This design comes from an exercise in tuning for small area, a short achievable clock period and few clock cycles per item on the open sky130 flow, not from production work. Function was checked by simulation only, so behaviour that the tests miss may differ from the original.

==> nickel: inputs <==
==> flow/design.v (excerpt) <==
module lac_gscale (
    input  wire        clk,
    input  wire        rst_n,
    input  wire        in_valid,
    output wire        in_ready,
    input  wire [31:0] in_r0,
    output reg         out_valid,
    input  wire        out_ready,
    output reg  [31:0] out_s
);
clock: 30.0 ns
lec_check: 0
abc_area: 1
cap_margin: 20
core_margin: 2
core_utilization: 40
cts_buf_list: sky130_fd_sc_hd__clkbuf_8
slew_margin: 20
standard.sh (not shown) runs the stock make flow with config.mk's settings and CLKGATE_MAP_FILE= SYNTH_SCRIPT=/design/flow/synth_recipe.tcl, a recipe that flattens the netlist after the stock synthesis.
==> flow/flow/run.sh <==
#!/bin/bash
# Own flow: the standard layout (standard.sh: the standard synthesis,
# floorplan, placement, CTS, routing and finishing, all unchanged), with
# ORFS's timing repair (floorplan, CTS and global-route repair_timing) asked
# to keep SETUP_SLACK_MARGIN ns of setup slack at the design's clock period.
# The constraints (constraint.sdc) are the design's; only how hard the
# resizer works changes.  make's output goes to layout.log; ORFS writes each
# step's own log under orfs/logs.
set -euo pipefail
export SETUP_SLACK_MARGIN=22.4
bash standard.sh finish > layout.log 2>&1
==> inputs of violet, as changes to nickel <==
--- a/flow/flow/run.sh
+++ b/flow/flow/run.sh
@@ -5,7 +5,7 @@
 # to keep SETUP_SLACK_MARGIN ns of setup slack at the design's clock period.
 # The constraints (constraint.sdc) are the design's; only how hard the
 # resizer works changes.  make's output goes to layout.log; ORFS writes each
 # step's own log under orfs/logs.
 set -euo pipefail
-export SETUP_SLACK_MARGIN=22.4
+export SETUP_SLACK_MARGIN=22
 bash standard.sh finish > layout.log 2>&1
- ABC_AREA: 1 -> not set
- CTS_BUF_LIST: sky130_fd_sc_hd__clkbuf_8 -> not set
==> inputs of tundra, as changes to nickel <==
--- a/flow/design.v
+++ b/flow/design.v
@@ -65,12 +65,11 @@
     output reg  [31:0] out_s
 );
     parameter [24:0] SQ_REG = 25'b0010101010100100010001000;
     parameter [13:0] DV_REG = 14'b10101010101010;
     parameter [13:0] DV_MID = 14'b00000000000000;
-    localparam [6:0] ES_NAN = 7'd0, ES_INF = 7'd1, ES_ZERO = 7'd2;
-    localparam integer CONV = 6;    
+    localparam [7:0] ES_NAN = 8'hC0, ES_INF = 8'hD0, ES_ZERO = 8'hE0;
     reg  skid_valid;
     reg  [31:0] skid_s;
     wire adv = !skid_valid;
     assign in_ready = adv;
     reg        v0;
@@ -98,21 +97,22 @@
         end
     end
     wire [24:0] rnd1 = {1'b0, pre1} + {24'd0, rup1};
     wire [22:0] f1 = rnd1[22:0];
     wire [7:0]  e1 = e01 + {7'd0, rnd1[24]};
-    wire [8:0] t1 = {1'b0, e1} + 9'd1;
-    wire [6:0] es_w = (sp1 == 2'd1) ? ES_NAN : (sp1 == 2'd2) ? ES_INF :
-                      (sp1 == 2'd3) ? ES_ZERO : t1[7:1];
+    wire signed [9:0] eq1 = ($signed({2'b0, e1}) - 10'sd127) >>> 1;
+    wire [9:0] es_n = 10'sd126 - eq1;
+    wire [7:0] es_w = (sp1 == 2'd1) ? ES_NAN : (sp1 == 2'd2) ? ES_INF :
+                      (sp1 == 2'd3) ? ES_ZERO : es_n[7:0];
     wire odd1 = ~e1[0];    
     wire [1:0]  top2 = odd1 ? {1'b1, f1[22]} : 2'b01;
     wire [23:0] rest = odd1 ? {f1[21:0], 2'b00} : {f1[22:0], 1'b0};   
     wire [25:0] sq_R   [0:24];
     wire [26:0] sq_rem [0:24];
     wire [23:0] sq_rad [0:24];
     wire        sq_v   [0:24];
-    wire [6:0]  sq_es  [0:24];
+    wire [7:0]  sq_es  [0:24];
     assign sq_R[0]   = 26'd1;
     assign sq_rem[0] = {25'd0, top2 - 2'd1};
     assign sq_rad[0] = rest;
     assign sq_v[0]   = v1;
     assign sq_es[0]  = es_w;
@@ -129,11 +129,11 @@
             wire [23:0]  rad_n  = {sq_rad[j-1][21:0], 2'b00};
             if (SQ_REG[j]) begin : r
                 reg [j:0]   Rq;
                 reg [j+1:0] remq;
                 reg         vq;
-                reg [6:0]   esq;
+                reg [7:0]   esq;
                 always @(posedge clk) begin
                     if (!rst_n) vq <= 1'b0;
                     else if (adv) vq <= sq_v[j-1];
                     if (adv) begin
                         Rq <= R_n; remq <= rem_n; esq <= sq_es[j-1];
@@ -189,52 +189,50 @@
     wire [24:0] dv_ws [0:13];
     wire [24:0] dv_wc [0:13];
     wire [39:0] dv_q  [0:13];    
     wire [22:0] dv_m  [0:13];
     wire        dv_v  [0:13];
-    wire [6:0]  dv_es [0:13];
+    wire [7:0]  dv_es [0:13];
     wire        dv_g  [0:13];
     assign dv_ws[0] = 25'h0400000;
     assign dv_wc[0] = 25'd0;
     assign dv_q[0]  = 40'd0;
     assign dv_m[0]  = R[23:1];
     assign dv_g[0]  = g;
     assign dv_v[0]  = sq_v[24];
-    assign dv_es[0] = sq_es[24] - {6'd0, pw_one & (sq_es[24][6:2] != 5'd0)};
+    assign dv_es[0] = sq_es[24] + {7'd0, pw_one};    
     genvar i;
     generate
         for (i = 1; i <= 13; i = i + 1) begin : dv
-            localparam integer QW  = (i <= CONV) ? 3*i : 2*CONV + 3*(i-CONV);
-            localparam integer QWP = (i-1 <= CONV) ? 3*(i-1) : 2*CONV + 3*(i-1-CONV);
             wire [6:0]  y  = dv_ws[i-1][24:18] + dv_wc[i-1][24:18];
             wire [2:0]  qs = srt_sel(y, dv_m[i-1][22:20]);
             wire [24:0] ws, wc;
             wire [22:0] m;
             wire [2:0]  qd;
-            wire [QWP-1:0] qo;
+            wire [3*i-4:0] qo;
             wire        vo, go;
-            wire [6:0]  eso;
+            wire [7:0]  eso;
             if (DV_MID[i]) begin : h
                 reg [24:0] wsh, wch;
                 reg [22:0] mh;
                 reg [2:0]  qh;
-                reg [QWP-1:0] qoh;
+                reg [3*i-4:0] qoh;
                 reg        vh, gh;
-                reg [6:0]  esh;
+                reg [7:0]  esh;
                 always @(posedge clk) begin
                     if (!rst_n) vh <= 1'b0;
                     else if (adv) vh <= dv_v[i-1];
                     if (adv) begin
                         wsh <= dv_ws[i-1]; wch <= dv_wc[i-1]; mh <= dv_m[i-1]; qh <= qs;
-                        qoh <= dv_q[i-1][QWP-1:0]; esh <= dv_es[i-1]; gh <= dv_g[i-1];
+                        qoh <= dv_q[i-1][3*i-4:0]; esh <= dv_es[i-1]; gh <= dv_g[i-1];
                     end
                 end
                 assign ws = wsh; assign wc = wch; assign m = mh; assign qd = qh;
                 assign qo = qoh; assign vo = vh; assign eso = esh; assign go = gh;
             end else begin : nh
                 assign ws = dv_ws[i-1]; assign wc = dv_wc[i-1]; assign m = dv_m[i-1];
-                assign qd = qs; assign qo = dv_q[i-1][QWP-1:0]; assign vo = dv_v[i-1];
+                assign qd = qs; assign qo = dv_q[i-1][3*i-4:0]; assign vo = dv_v[i-1];
                 assign eso = dv_es[i-1]; assign go = dv_g[i-1];
             end
             wire [23:0] mf = {1'b1, m};
             wire        pos = !qd[2] && (qd[1:0] != 2'd0);
             wire [24:0] x  = qd[1] ? {mf, 1'b0} : (qd[0] ? {1'b0, mf} : 25'd0);
@@ -244,81 +242,63 @@
             wire [24:0] a  = {ws[22:0], 2'b00};
             wire [24:0] bb = {wc[22:0], 2'b00};
             wire [24:0] ws_n = a ^ bb ^ c;
             wire [24:0] mj   = (a & bb) | (a & c) | (bb & c);
             wire [24:0] wc_n = {mj[23:1], c1, c0};    
-            wire [QW-1:0] q_n;
-            if (i == CONV + 1) begin : cv
-                reg [2*CONV-1:0] cp, cn;
-                integer k;
-                always @* begin
-                    for (k = 0; k < CONV; k = k + 1) begin
-                        cp[2*k +: 2] = qo[3*k+2] ? 2'd0 : qo[3*k +: 2];
-                        cn[2*k +: 2] = qo[3*k+2] ? qo[3*k +: 2] : 2'd0;
-                    end
-                end
-                wire [2*CONV-1:0] bq = cp - cn;    
-                assign q_n = {bq, qd};
-            end else begin : nc
-                assign q_n = {qo, qd};
-            end
+            wire [3*i-1:0] q_n = {qo, qd};
             if (DV_REG[i]) begin : r
                 reg [24:0]    wsq, wcq;
-                reg [QW-1:0] qq;
+                reg [3*i-1:0] qq;
                 reg [22:0]    mq;
                 reg           vq, gq;
-                reg [6:0]     esq;
+                reg [7:0]     esq;
                 always @(posedge clk) begin
                     if (!rst_n) vq <= 1'b0;
                     else if (adv) vq <= vo;
                     if (adv) begin
                         wsq <= ws_n; wcq <= wc_n; qq <= q_n; mq <= m; esq <= eso; gq <= go;
                     end
                 end
                 assign dv_ws[i] = wsq;
                 assign dv_wc[i] = wcq;
-                assign dv_q[i]  = {{(40-QW){1'b0}}, qq};
+                assign dv_q[i]  = {{(40-3*i){1'b0}}, qq};
                 assign dv_m[i]  = mq;
                 assign dv_v[i]  = vq;
                 assign dv_es[i] = esq;
                 assign dv_g[i]  = gq;
             end else begin : w
                 assign dv_ws[i] = ws_n;
                 assign dv_wc[i] = wc_n;
-                assign dv_q[i]  = {{(40-QW){1'b0}}, q_n};
+                assign dv_q[i]  = {{(40-3*i){1'b0}}, q_n};
                 assign dv_m[i]  = m;
                 assign dv_v[i]  = vo;
                 assign dv_es[i] = eso;
                 assign dv_g[i]  = go;
             end
         end
     endgenerate
-    localparam integer ND = 13 - CONV;
-    reg  [2*ND-1:0] qp, qn;
+    reg  [25:0] qp, qn;
     integer k;
     always @* begin
-        for (k = 0; k < ND; k = k + 1) begin
+        for (k = 0; k < 13; k = k + 1) begin
             qp[2*k +: 2] = dv_q[13][3*k+2] ? 2'd0 : dv_q[13][3*k +: 2];
             qn[2*k +: 2] = dv_q[13][3*k+2] ? dv_q[13][3*k +: 2] : 2'd0;
         end
     end
-    wire [2*CONV-1:0] qb = dv_q[13][3*ND +: 2*CONV];
     wire [24:0] wf = dv_ws[13] + dv_wc[13];
     wire        wneg = wf[24];
-    wire [25:0] qd_diff = {qb, qp} - {{(2*CONV){1'b0}}, qn};    
+    wire [25:0] qd_diff = qp - qn;                       
     wire [25:0] q_inc = qd_diff + {25'd0, !wneg};        
     wire [22:0] frac = q_inc[23:1];
-    wire [6:0]  es_t = dv_es[13];
-    wire [7:0]  es_f = 8'd190 - {1'b0, es_t};
+    wire [7:0]  es_f = dv_es[13];
     reg  [31:0] s_new;
     always @* begin
-        case (es_t)
-        ES_NAN:  s_new = 32'h7FC00000;
-        ES_INF:  s_new = 32'h7F800000;
-        ES_ZERO: s_new = 32'h00000000;
-        default: s_new = {1'b0, es_f, frac};
-        endcase
+        if (es_f[7:6] == 2'b11)
+            s_new = (es_f[5:4] == 2'd0) ? 32'h7FC00000 :
+                    (es_f[5:4] == 2'd1) ? 32'h7F800000 : 32'h00000000;
+        else
+            s_new = {1'b0, es_f, frac};
     end
     wire new_v = adv && dv_v[13];
     always @(posedge clk) begin
         if (!rst_n) begin
             out_valid <= 1'b0;
==> flow/run.sh (new file) <==
#!/bin/bash
# synth_recipe.tcl (not shown) runs the flow's synth.tcl, then flattens the netlist and writes it again
# the make line also repeats each setting of config.mk as NAME=value (left out here)
make -C /OpenROAD-flow-scripts/flow DESIGN_CONFIG=/design/flow/config.mk WORK_HOME=/design/flow/orfs CLKGATE_MAP_FILE= SYNTH_SCRIPT=/design/flow/synth_recipe.tcl finish
- ABC_AREA: 1 -> not set
- CTS_BUF_LIST: sky130_fd_sc_hd__clkbuf_8 -> not set
removed: flow/flow/run.sh
removed: flow/standard.sh
==> inputs of willow, as changes to nickel <==
--- a/flow/flow/run.sh
+++ b/flow/flow/run.sh
@@ -5,7 +5,7 @@
 # to keep SETUP_SLACK_MARGIN ns of setup slack at the design's clock period.
 # The constraints (constraint.sdc) are the design's; only how hard the
 # resizer works changes.  make's output goes to layout.log; ORFS writes each
 # step's own log under orfs/logs.
 set -euo pipefail
-export SETUP_SLACK_MARGIN=22.4
+export SETUP_SLACK_MARGIN=22.8
 bash standard.sh finish > layout.log 2>&1
- CTS_BUF_LIST: sky130_fd_sc_hd__clkbuf_8 -> not set
==> summary of the runs <==
violet ran to the end with no violations. willow passed the timing, DRC and antenna checks. nickel produced a clean layout. tundra completed without violations. Critical path depth: nickel < willow < tundra < violet. First-iteration DRC count: violet < nickel < tundra < willow.
==> figures <==
quantity                                                               violet           tundra          nickel           willow
Destination of the worst register-to-register timing path    sq[11].r.remq[3]  dv[11].r.wsq[3]  dv[7].r.wsq[2]  dv[13].r.wsq[3]
Fraction of the yosys area taken by sequential cells                    41.1%            41.4%           41.2%            41.2%
Run status                                   no timing/DRC/antenna violations  no timing/DRC/antenna violations  no timing/DRC/antenna violations  no timing/DRC/antenna violations
Number of distinct library cells after synthesis                          112              110              84               84
Worst Max-Slew Pin Slew                                               1.14 ns          1.13 ns         1.13 ns          1.09 ns
Detailed router's first-iteration violation count                       4,742            5,120           4,859            5,300
Fraction of layout instances using a drive strength above 1             13.4%            7.83%           10.2%            13.7%
Min Hold Slack                                                       0.402 ns         0.375 ns        0.388 ns         0.403 ns
Area inside the core boundary                                    195,000 um^2     200,000 um^2    195,000 um^2     195,000 um^2
Number of nets in the final layout                                      8,473            8,386          10,000           10,100
Testbench counts of nickel, summed over its fixed seeds: cycles 2,544, items 2,400.
Testbench counts of violet, summed over its fixed seeds: cycles 2,544, items 2,400.
Testbench counts of tundra, summed over its fixed seeds: cycles 2,544, items 2,400.
Testbench counts of willow, summed over its fixed seeds: cycles 2,544, items 2,400.

==> v7: inputs <==
lac_gscale, a different RTL version from the one above (not shown whole).
Settings: LEC_CHECK=0, ABC_AREA=1, CAP_MARGIN=20, CORE_MARGIN=2, CORE_UTILIZATION=40, SLEW_MARGIN=20; clock period 30.0 ns.
==> flow/flow/run.sh <==
#!/bin/bash
# Own flow: the standard layout (standard.sh: the standard synthesis,
# floorplan, placement, CTS, routing and finishing, all unchanged), with
#  - ORFS's timing repair (floorplan, CTS and global-route repair_timing)
#    asked to keep SETUP_SLACK_MARGIN ns of setup slack at the design's
#    clock period;
#  - the port buffers that placement inserts on every input and output made
#    buf_4 cells rather than the default delay-buffer cells.
# The constraints (constraint.sdc) are the design's; only how the resizer
# and the port buffering work changes.  make's output goes to layout.log;
# ORFS writes each step's own log under orfs/logs.
set -euo pipefail
export SETUP_SLACK_MARGIN=22.4
export BUFFER_PORTS_ARGS="-buffer_cell sky130_fd_sc_hd__buf_4"
bash standard.sh finish > layout.log 2>&1
==> inputs of v34, as changes to v7 <==
--- a/flow/design.v
+++ b/flow/design.v
@@ -66,18 +66,17 @@
 );
     parameter [24:0] SQ_REG = 25'b0010101010100100010001000;
     parameter [13:0] DV_REG = 14'b10101010101010;
     parameter [13:0] DV_MID = 14'b00000000000000;
     localparam [6:0] ES_NAN = 7'd0, ES_INF = 7'd1, ES_ZERO = 7'd2;
     localparam integer CONV = 6;    
     reg  skid_valid;
-    reg  skid_free;           
     reg  [31:0] skid_s;
     wire adv = !skid_valid;
-    assign in_ready = skid_free;
+    assign in_ready = adv;
     reg        v0;
     reg [31:0] r0;
     always @(posedge clk) begin
         if (!rst_n) v0 <= 1'b0;
         else if (adv) v0 <= in_valid;
         if (adv) r0 <= in_r0;
     end
@@ -316,36 +315,33 @@
         ES_NAN:  s_new = 32'h7FC00000;
         ES_INF:  s_new = 32'h7F800000;
         ES_ZERO: s_new = 32'h00000000;
         default: s_new = {1'b0, es_f, frac};
         endcase
     end
     wire new_v = adv && dv_v[13];
-    wire skid_n = skid_valid ? !(out_valid && out_ready)
-                             : (new_v && out_valid && !out_ready);
     always @(posedge clk) begin
         if (!rst_n) begin
             out_valid <= 1'b0;
             skid_valid <= 1'b0;
-            skid_free <= 1'b1;
         end else begin
-            skid_valid <= skid_n;
-            skid_free <= !skid_n;
             if (out_valid && out_ready) begin
                 if (skid_valid) begin
                     out_s <= skid_s;
+                    skid_valid <= 1'b0;
                 end else if (new_v) begin
                     out_s <= s_new;
                 end else begin
                     out_valid <= 1'b0;
                 end
             end else if (!out_valid) begin
                 if (new_v) begin
                     out_s <= s_new;
                     out_valid <= 1'b1;
                 end
             end else if (new_v) begin
                 skid_s <= s_new;
+                skid_valid <= 1'b1;
             end
         end
     end
 endmodule
==> inputs of v38, as changes to v7 <==
--- a/flow/design.v
+++ b/flow/design.v
@@ -66,18 +66,17 @@
 );
     parameter [24:0] SQ_REG = 25'b0010101010100100010001000;
     parameter [13:0] DV_REG = 14'b10101010101010;
     parameter [13:0] DV_MID = 14'b00000000000000;
     localparam [6:0] ES_NAN = 7'd0, ES_INF = 7'd1, ES_ZERO = 7'd2;
     localparam integer CONV = 6;    
     reg  skid_valid;
-    reg  skid_free;           
     reg  [31:0] skid_s;
     wire adv = !skid_valid;
-    assign in_ready = skid_free;
+    assign in_ready = adv;
     reg        v0;
     reg [31:0] r0;
     always @(posedge clk) begin
         if (!rst_n) v0 <= 1'b0;
         else if (adv) v0 <= in_valid;
         if (adv) r0 <= in_r0;
     end
@@ -316,36 +315,33 @@
         ES_NAN:  s_new = 32'h7FC00000;
         ES_INF:  s_new = 32'h7F800000;
         ES_ZERO: s_new = 32'h00000000;
         default: s_new = {1'b0, es_f, frac};
         endcase
     end
     wire new_v = adv && dv_v[13];
-    wire skid_n = skid_valid ? !(out_valid && out_ready)
-                             : (new_v && out_valid && !out_ready);
     always @(posedge clk) begin
         if (!rst_n) begin
             out_valid <= 1'b0;
             skid_valid <= 1'b0;
-            skid_free <= 1'b1;
         end else begin
-            skid_valid <= skid_n;
-            skid_free <= !skid_n;
             if (out_valid && out_ready) begin
                 if (skid_valid) begin
                     out_s <= skid_s;
+                    skid_valid <= 1'b0;
                 end else if (new_v) begin
                     out_s <= s_new;
                 end else begin
                     out_valid <= 1'b0;
                 end
             end else if (!out_valid) begin
                 if (new_v) begin
                     out_s <= s_new;
                     out_valid <= 1'b1;
                 end
             end else if (new_v) begin
                 skid_s <= s_new;
+                skid_valid <= 1'b1;
             end
         end
     end
 endmodule
==> flow/flow/run.sh (replaced) <==
#!/bin/bash
# Own flow: the standard layout (standard.sh: the standard synthesis,
# floorplan, placement, CTS, routing and finishing, all unchanged), with
# ORFS's timing repair (floorplan, CTS and global-route repair_timing) asked
# to keep SETUP_SLACK_MARGIN ns of setup slack at the design's clock period.
# The constraints (constraint.sdc) are the design's; only how hard the
# resizer works changes.  make's output goes to layout.log; ORFS writes each
# step's own log under orfs/logs.
set -euo pipefail
export SETUP_SLACK_MARGIN=22
bash standard.sh finish > layout.log 2>&1
ABC_AREA = default   (was 1)
CORE_UTILIZATION = 55   (was 40)
==> impl_metrics.csv <==
group,metric,value,unit
status,status,"finished clean",
worst_setup_path,crit_path_end,"in_ready",
worst_setup_path,worst-path-max-fanout,12,
final_layout,multi_input_comb_cells,6295,
final_layout,clkbuf_count,162,
placed_design,dp_hpwl,156000,µm
That was v34.
==> impl_metrics.csv <==
group,metric,value,unit
status,status,"finished clean",
worst_setup_path,crit_path_end,"in_ready",
final_layout,multi_input_comb_cells,5459,
drt,drtPass1Iterations,6,
placed_design,portBuffers,69,
placed_design,dp_hpwl,146000,µm
worst_setup_path,worst-path-max-fanout,2,
job,drv_cap,0,
final_layout,stdcell_area,89000,µm²
That was v38.
==> impl_metrics.csv <==
group,metric,value,unit
worst_setup_path,worst-path-max-fanout,2,
worst_setup_path,crit_path_end,"out_s[12]",
drt,wl_met3,10700,µm
hold_path,hold_path_depth,0,
final_layout,clkbuf_count,141,
status,status,"finished clean",
placed_design,dp_hpwl,155000,µm
final_layout,multi_input_comb_cells,6174,
That was v7.
Testbench counts of v7, summed over its fixed seeds: cycles 2,544, items 2,400.
Testbench counts of v34, summed over its fixed seeds: cycles 2,544, items 2,400.
Testbench counts of v38, summed over its fixed seeds: cycles 2,544, items 2,400.

[port drivers added, routing unchanged]
In the flow no input, the clock included, has a driving cell. The finished layouts below were timed again as built, in two steps. Step 1, drivers: a clkbuf_16 drives clk and a buf_2 each remaining input, both assumed. Step 2 also shifts input and output timing later by t, the mid clock arrival at the registers, as if the neighbouring blocks saw the same clock. Slacks: ideal ports / drivers / drivers and shift; pairs: ideal ports / drivers.
run | t (ns) | setup WS [ns] | worst setup path after step 2 | latest minus earliest clock arrival (ns) | worst register clock-pin slew, ns
nickel | 0.985 | 22.406 / 22.327 / 21.741 | input to register | 0.087 / 0.087 | 0.07 / 0.07
violet | 0.848 | 22.141 / 22.084 / 21.558 | input to register | 0.049 / 0.050 | 0.07 / 0.07
tundra | 0.867 | 19.229 / 19.229 / 19.229 | register to register | 0.054 / 0.055 | 0.07 / 0.07
willow | 0.843 | 22.605 / 22.522 / 22.075 | input to register | 0.072 / 0.072 | 0.07 / 0.07
v7 | 0.840 | 22.544 / 22.460 / 22.290 | input to register | 0.080 / 0.081 | 0.07 / 0.07
v34 | 0.842 | 22.514 / 22.433 / 22.362 | input to register | 0.046 / 0.046 | 0.06 / 0.06
v38 | 0.804 | 22.106 / 22.029 / 21.636 | input to register | 0.084 / 0.084 | 0.07 / 0.07
After both steps setup and hold are still met in every run listed. For nickel, which loses most, drivers alone change the setup slack by -0.079 ns; drivers and shift together by -0.665 ns.
